Source: an optimization exercise on an open RTL-to-GDS flow (aim: small area). Production flows keep margins and buffers that such runs may drop.
In this exercise RTL edits were held to simulation tests only and were not proved equivalent to the original.
Power is estimated from default activity; no workload was simulated.

File: flow/run.sh
#!/bin/bash
# synth_recipe.tcl (not shown) runs the flow's synth.tcl, then flattens the netlist and writes it again
# the make line also repeats each setting of config.mk as NAME=value (left out here)
make -C /OpenROAD-flow-scripts/flow DESIGN_CONFIG=/design/flow/config.mk WORK_HOME=/design/flow/orfs CLKGATE_MAP_FILE= SYNTH_SCRIPT=/design/flow/synth_recipe.tcl finish
File: flow/constraint.sdc
create_clock -name core_clock -period 14.0 [get_ports {clk}]
set_input_delay 2.8000 -clock core_clock [delete_from_list [all_inputs] [get_ports {clk}]]
set_output_delay 2.8000 -clock core_clock [all_outputs]
set_load 0.01 [all_outputs]
File: flow/design.v
module pocsag_slicer #(
    parameter SAMPLE_W = 16,
    parameter K        = 7,
    parameter SPB      = 4
) (
    input  wire                clk,
    input  wire                rst,
    input  wire                in_valid,
    input  wire [SAMPLE_W-1:0] in_sample,
    output wire                bit_valid,
    output wire                bit_val
);
    localparam MAG_W = SAMPLE_W + K;
    localparam SUM_W = SAMPLE_W + $clog2(SPB);
    localparam CNT_W = (SPB > 1) ? $clog2(SPB) : 1;
    localparam CMP_W = MAG_W + $clog2(SPB + 1) + 2;
    reg  [MAG_W-1:0] mag_acc;
    reg  [SUM_W-1:0] bit_sum;
    reg  [CNT_W-1:0] samp_cnt;
    wire [SAMPLE_W-1:0] abs_s = in_sample[SAMPLE_W-1] ? (~in_sample + 1'b1) : in_sample;
    wire [MAG_W-1:0] mag_next = mag_acc - (mag_acc >> K) + {{K{1'b0}}, abs_s};
    wire [SUM_W-1:0] sum_next = bit_sum + {{(SUM_W-SAMPLE_W){in_sample[SAMPLE_W-1]}}, in_sample};
    wire last_samp = (samp_cnt == SPB - 1);
    wire signed [CMP_W-1:0] lhs = $signed({{(CMP_W-SUM_W){sum_next[SUM_W-1]}}, sum_next}) <<< (K + 1);
    wire signed [CMP_W-1:0] rhs = $signed({{(CMP_W-MAG_W){1'b0}}, mag_next}) * SPB;
    assign bit_valid = in_valid & last_samp;
    assign bit_val   = (lhs > rhs);
    always @(posedge clk) begin
        if (rst) begin
            mag_acc  <= {MAG_W{1'b0}};
            bit_sum  <= {SUM_W{1'b0}};
            samp_cnt <= {CNT_W{1'b0}};
        end else if (in_valid) begin
            mag_acc <= mag_next;
            if (last_samp) begin
                bit_sum  <= {SUM_W{1'b0}};
                samp_cnt <= {CNT_W{1'b0}};
            end else begin
                bit_sum  <= sum_next;
                samp_cnt <= samp_cnt + 1'b1;
            end
        end
    end
endmodule
module pocsag_bch (
    input  wire [31:0] cw_in,
    output reg  [31:0] cw_out,
    output reg         fail
);
    localparam [32*11-1:0] SYN_TAB = {
        11'h769, 11'h3B5, 11'h1DB, 11'h785, 11'h3C3, 11'h689, 11'h345, 11'h1A3,
        11'h7B9, 11'h3DD, 11'h1EF, 11'h79F, 11'h4A7, 11'h53B, 11'h5F5, 11'h2FB,
        11'h615, 11'h30B, 11'h6ED, 11'h377, 11'h6D3, 11'h401, 11'h201, 11'h101,
        11'h081, 11'h041, 11'h021, 11'h011, 11'h009, 11'h005, 11'h003, 11'h001
    };
    reg [10:0] syn;
    reg [31:0] flip;
    integer p;
    always @* begin
        syn = 11'd0;
        for (p = 0; p < 32; p = p + 1)
            if (cw_in[p])
                syn = syn ^ SYN_TAB[p*11 +: 11];
        flip = 32'd0;
        for (p = 0; p < 32; p = p + 1)
            if (syn == SYN_TAB[p*11 +: 11])
                flip[p] = 1'b1;
        cw_out = cw_in ^ flip;
        fail   = (syn != 11'd0) && (flip == 32'd0);
    end
endmodule
module pocsag_rx (
    input  wire        clk,
    input  wire        rst,
    input  wire        in_valid,
    input  wire [15:0] in_sample,
    output reg         pre_found,
    output reg         sync_found,
    output wire        out_valid,
    output wire [3:0]  out_index,
    output wire [31:0] out_word,
    output wire        out_fail,
    output wire        out_addr
);
    localparam SPB = 4;
    localparam PRE_LEN   = 576;
    localparam PRE_MIN_T = 519;             
    localparam [31:0] SYNC_WORD = 32'h7CD215D8;
    localparam [1:0] S_PRE   = 2'd0,
                     S_SYNC  = 2'd1,
                     S_BATCH = 2'd2;
    wire bit_valid, bit_val;
    pocsag_slicer #(.SAMPLE_W(16), .K(7), .SPB(SPB)) u_slicer (
        .clk       (clk),
        .rst       (rst),
        .in_valid  (in_valid),
        .in_sample (in_sample),
        .bit_valid (bit_valid),
        .bit_val   (bit_val)
    );
    reg [1:0] state;
    reg [PRE_LEN-1:0] pwin;
    reg [9:0]         pheld;
    reg [9:0]         ptrans;
    wire       pfull     = (pheld == PRE_LEN);
    wire       t_add     = (pheld != 10'd0) & (bit_val ^ pwin[0]);
    wire       t_sub     = pfull & (pwin[PRE_LEN-1] ^ pwin[PRE_LEN-2]);
    wire [9:0] ptrans_n  = ptrans + {9'd0, t_add} - {9'd0, t_sub};
    wire [9:0] pheld_n   = pfull ? pheld : pheld + 10'd1;
    wire       pre_match = (pheld_n == PRE_LEN) && (ptrans_n >= PRE_MIN_T);
    reg  [31:0] sr;
    reg  [4:0]  scnt;         
    reg  [3:0]  widx;         
    reg  [31:0] batch [0:15];
    wire [31:0] sr_n = {sr[30:0], bit_val};
    reg        emit_active;
    reg  [3:0] eidx;
    always @(posedge clk) begin
        if (rst) begin
            state       <= S_PRE;
            pheld       <= 10'd0;
            ptrans      <= 10'd0;
            scnt        <= 5'd0;
            widx        <= 4'd0;
            pre_found   <= 1'b0;
            sync_found  <= 1'b0;
            emit_active <= 1'b0;
            eidx        <= 4'd0;
        end else begin
            pre_found  <= 1'b0;
            sync_found <= 1'b0;
            if (emit_active) begin
                eidx <= eidx + 4'd1;
                if (eidx == 4'd15)
                    emit_active <= 1'b0;
            end
            if (bit_valid) begin
                case (state)
                    S_PRE: begin
                        pwin <= {pwin[PRE_LEN-2:0], bit_val};
                        if (pre_match) begin
                            pheld     <= 10'd0;
                            ptrans    <= 10'd0;
                            scnt      <= 5'd0;
                            state     <= S_SYNC;
                            pre_found <= 1'b1;
                        end else begin
                            pheld  <= pheld_n;
                            ptrans <= ptrans_n;
                        end
                    end
                    S_SYNC: begin
                        sr <= sr_n;
                        if (scnt == 5'd31 && sr_n == SYNC_WORD) begin
                            scnt       <= 5'd0;
                            widx       <= 4'd0;
                            state      <= S_BATCH;
                            sync_found <= 1'b1;
                        end else if (scnt != 5'd31) begin
                            scnt <= scnt + 5'd1;
                        end
                    end
                    S_BATCH: begin
                        sr   <= sr_n;
                        scnt <= scnt + 5'd1;
                        if (scnt == 5'd31) begin
                            batch[widx] <= sr_n;
                            widx        <= widx + 4'd1;
                            if (widx == 4'd15) begin
                                state       <= S_SYNC;
                                emit_active <= 1'b1;
                                eidx        <= 4'd0;
                            end
                        end
                    end
                    default: state <= S_PRE;
                endcase
            end
        end
    end
    wire [31:0] raw = batch[eidx];
    pocsag_bch u_bch (
        .cw_in  (raw),
        .cw_out (out_word),
        .fail   (out_fail)
    );
    assign out_valid = emit_active;
    assign out_index = eidx;
    assign out_addr  = ~raw[31];
endmodule
File: flow/config.mk
export PLATFORM = sky130hd
export DESIGN_NAME = pocsag_rx
export DESIGN_NICKNAME = pocsag_rx
export VERILOG_FILES = /design/flow/design.v
export SDC_FILE = /design/flow/constraint.sdc
export NUM_CORES = 4
export LEC_CHECK = 0
export CAP_MARGIN = 20
export CORE_MARGIN = 2
export CORE_UTILIZATION = 40
export SLEW_MARGIN = 20
==> results.txt <==
[metrics by stage]
step	instances	worst slack [ns]	TNS, ns
after floorplan	2771	-3.10	-1779.40
after global placement	4408	1.31	0
after detailed placement	4408	1.15	0
after CTS	4634	1.83	0
after global routing	4635	0.873	0
final	4635	1.78	0
[cell families after synthesis]
family | count (synthesis)
xor gates and xnor gates | 341
muxes | 306
adders and majority gates | 101
buffers and inverters | 154
DFF | 1200
and+or+nand+nor | 435
AOI/OAI and AO/OA | 234
[registers in the layout, summed over array words and instances (netlist names)]
signal	count
u_slicer.bit_sum	18
u_slicer.samp_cnt	2
ptrans	10
pre_found	1
u_slicer.mag_acc	23
state	2
sr	31
sync_found	1
pwin	576
scnt	5
widx	4
pheld	10
eidx	4
batch	512
emit_active	1
[per-layer routing]
metal | up-vias | global-route usage [%]
met1 | 12593 | 22.7
met2 | 561 | 26.7
met4 | 0 | 3.90
met5 | - | 0
li1 | 10983 | -
met3 | 130 | 2.19
[report_power, final]
| group | switching (mW) | internal, mW |
|---|---|---|
| clock network | 1.33 | 1.89 |
| registers | 0.0229 | 3.92 |
| logic | 0.574 | 0.448 |
[worst register-to-register path, delay by kind of cell, from the launching register on]
family | cells | cell delay (ns)
xor+xnor | 4 | 0.68
simple gates | 9 | 2.34
compound gates | 19 | 3.30
flops | 1 | 0.36
fa+ha+maj | 6 | 2.18
buf+inv | 4 | 0.27
[synth_stat cells (14+ instances only)]
master,instances,area share [%]
sky130_fd_sc_hd__edfxtp_1,1119,68
sky130_fd_sc_hd__xnor2_1,198,3.5
sky130_fd_sc_hd__mux4_2,159,7.2
sky130_fd_sc_hd__nor2_1,145,1.1
sky130_fd_sc_hd__xor2_1,134,2.4
sky130_fd_sc_hd__mux2i_1,112,2.3
sky130_fd_sc_hd__nand2_1,92,0.70
sky130_fd_sc_hd__ha_1,83,2.1
sky130_fd_sc_hd__dfxtp_1,81,3.3
sky130_fd_sc_hd__a21oi_1,79,0.80
sky130_fd_sc_hd__inv_1,68,0.52
sky130_fd_sc_hd__o21ai_0,38,0.38
sky130_fd_sc_hd__nor3_1,34,0.34
sky130_fd_sc_hd__clkbuf_1,29,0.22
sky130_fd_sc_hd__nand3_1,24,0.24
sky130_fd_sc_hd__nor2b_1,23,0.29
sky130_fd_sc_hd__nand2b_1,22,0.28
sky130_fd_sc_hd__a22oi_1,21,0.32
sky130_fd_sc_hd__or3_1,19,0.24
sky130_fd_sc_hd__fa_1,18,0.73
sky130_fd_sc_hd__buf_2,17,0.17
sky130_fd_sc_hd__mux2_2,17,0.39
sky130_fd_sc_hd__a21o_1,16,0.24
sky130_fd_sc_hd__and3_1,14,0.18
[final timing paths]
kind | startpoint | endpoint | slack, ns | cells past startpoint
max | in_sample[15] | pheld[9] | 1.78 | 43
max reg2reg | u_slicer.mag_acc[8] | pheld[9] | 4.78 | 42
min reg2reg | pwin[206] | pwin[207] | 0.40 | 0
min | pwin[206] | pwin[207] | 0.40 | 0
[final cells by class]
type | instances | area, um^2 | share of cell area, %
inverter | 71 | 269 | 0.480
multi-input combinational | 1417 | 13600 | 24.2
clock inverter | 72 | 793 | 1.42
sequential | 1200 | 35200 | 62.9
clock buffer | 154 | 3190 | 5.71
timing repair buffer | 95 | 885 | 1.58
tap | 1625 | 2030 | 3.63
antenna | 1 | 2.50 | 0.00447
==> impl_results.md <==
* Number of enable-type register cells in the synthesized netlist at ~1100
* Metal1 wirelength at approximately 46000 um
* Multiplexer area fraction after synthesis at roughly a tenth
* Later-pin clock latency in the skew report at 0.69 ns
* Leakage Power at roughly 16 nW
* Share of synthesized flip-flops with an asynchronous set or reset at 0%
* Worst-Margin Slew at around 1.1 ns
* Largest net degree at the start of global routing at approximately 220
* Sequential-to-total area share from yosys stat at a little under three quarters
* Number of nets in the layout at ~3000
* Clock root buffer: sky130_fd_sc_hd__clkbuf_16
* Bufs and invs on worst path at 4
* Number of port buffers at 59
* Initial Util at 40.4%
* Result of the run: timing/DRC/antenna clean
* Cell seen most often among critical-path stages: sky130_fd_sc_hd__a21oi_1
* Crit Path Class: input pin to flop
* Antenna Violating Nets Remaining at 0
* Sum of met3 wire segment lengths after detailed routing at approximately 4600 um
* Std cell rows at about 130
* Synthesized area per cell at 17.8 um^2
* Vert. Die Dim at between 300 and 400 um
* Type of the worst min-delay path: flop to flop
* Clock skew at 0.0260 ns
* Io pins at 60
* Clock-pin slew reported for the worst setup and hold paths after clock tree synthesis at about 0.06 ns
* CTS tree: built
* Compound-cell area share of the yosys netlist at between 3 and 4%
* Post-synthesis to final-layout area growth at 13.3%
* Count of unique library cells instantiated by Yosys at 79
* Area share of and/or/nand/nor cells after synthesis at around 4.3%
* Initial antenna violation count at 1
* CP max stage delay at slightly below 1 ns
* Worst Hold Slack at 0.398 ns
* Dominant combinational cell family by area after synthesis: multiplexers
* Post-synthesis share of cell area spent on xor and xnor gates at 6.28%
* CP arrival at 12.84 ns
* Setup-violating endpoint count in the final report at 0
* Share of the core filled with cells in the final layout at 45.8%
* First-pass GRT wire length at around 160000 um
* Post-layout total power at slightly above 8 mW
* Post-placement cell area at between 0.05 and 0.06 mm^2
* Setup crit end kind: flop
* Average via count per standard cell at 5.24
* Crit path launch type: input pin
* Overall fraction of global-route tracks in use at approximately 16%
* Ys Warns at 3
* Syn Std Cell Area at around 0.049 mm^2
* Initial drt markers at around 2100
* Fmax at a little over 80 MHz
* Number of fill cells at about 10000
* Overall routed net length at 102000 um
* Cell family with most CP delay: compound AO/OA/AOI/OAI gates
* Number of buffers created by CTS at around 120
* Hold-fix buffers, CTS at 0
* IR Drop Worst-Case VDD at about 0.1 mV
* Number of optimization iterations in the first detailed-route pass at 5
* Core Area at roughly 0.12 mm^2
* Uppermost metal layer occupied by signal nets: met4
* Nets in the synthesized netlist at about 2900
* Via count at about 24000
* Adder-cell area share of the yosys netlist at between 2 and 3%
* Tcrit/Tclk final at about 87%
* Via count of the first global-routing pass at 24714
* Wire length on met2 at approximately 50000 um
* Top_reg_cell synth: sky130_fd_sc_hd__edfxtp_1
* Max Cap Viol at 0
* Most used cells in the layout excluding fill and tap cells: sky130_fd_sc_hd__edfxtp_1 (1119), sky130_fd_sc_hd__xnor2_1 (198), sky130_fd_sc_hd__mux4_2 (159), sky130_fd_sc_hd__xor2_1 (134), sky130_fd_sc_hd__nor2_1 (130)
* DIE WIDTH at around 360 um
* Library cell contributing the largest single delay on the critical path: sky130_fd_sc_hd__clkdlybuf4s50_1
* Worst slew margin at about a fifth
* Global route total overflow at 0
* Clock net sink count at between 1000 and 1500
* Design Area, Final at roughly 0.056 mm^2
* Maximum fanout along the worst path at 22
* Post-Syn Instances at about 2800
* Max H-tree Level at 3
* Fraction of final layout cells sized beyond drive strength 1 at 14.6%
* Number of synthesized register bits at 1200
* Setup fix buffers added after clock tree synthesis at 0
* Final hold violation count at 0
* Final weighted congestion in routability-driven placement at 0.834
* Final HPWL DP at approximately 62000 um
* Unrepaired setup endpoints after global routing: no
* Total die area at ~0.13 mm^2
* Total power density per cell area at 146 mW/mm^2
* Final Max Tran Viols at 0
* CTS Buffer Depth at 3
* Leading cell type in the layout, fill and taps excluded: sky130_fd_sc_hd__edfxtp_1
* Routed wirelength normalized by instance count at roughly 22 um
* Clock period minus worst slack at 12.22 ns
* CP Data Required Time at roughly 15 ns
* Post-CTS resize count at 0
* Drc violations at 0

==> afterwards: timing with drivers on the ports <==
Ports are ideal in the flow. The routed layout listed here was re-timed in OpenROAD. Step 1 (the two cells are an assumption about what drives the block):
set clk [get_ports {clk}]
set_driving_cell -lib_cell sky130_fd_sc_hd__clkbuf_16 $clk
set_driving_cell -lib_cell sky130_fd_sc_hd__buf_2 [delete_from_list [all_inputs] $clk]
Step 2, shift: input delay + t, output delay - t, t = (earliest + latest rising clock arrival at the registers) / 2. This alone moves slack from input paths to output paths. a / b / c = ideal ports / drivers / drivers and shift; a / b = the first two.
t, ns: 0.745
setup slack, ns: 1.775 / 1.815 / 1.070
slew at the worst register clock pin (ns): 0.07 / 0.07
After both steps setup and hold are still met in this run. The setup slack of this run moves by +0.040 ns with the drivers and by -0.705 ns with both steps.
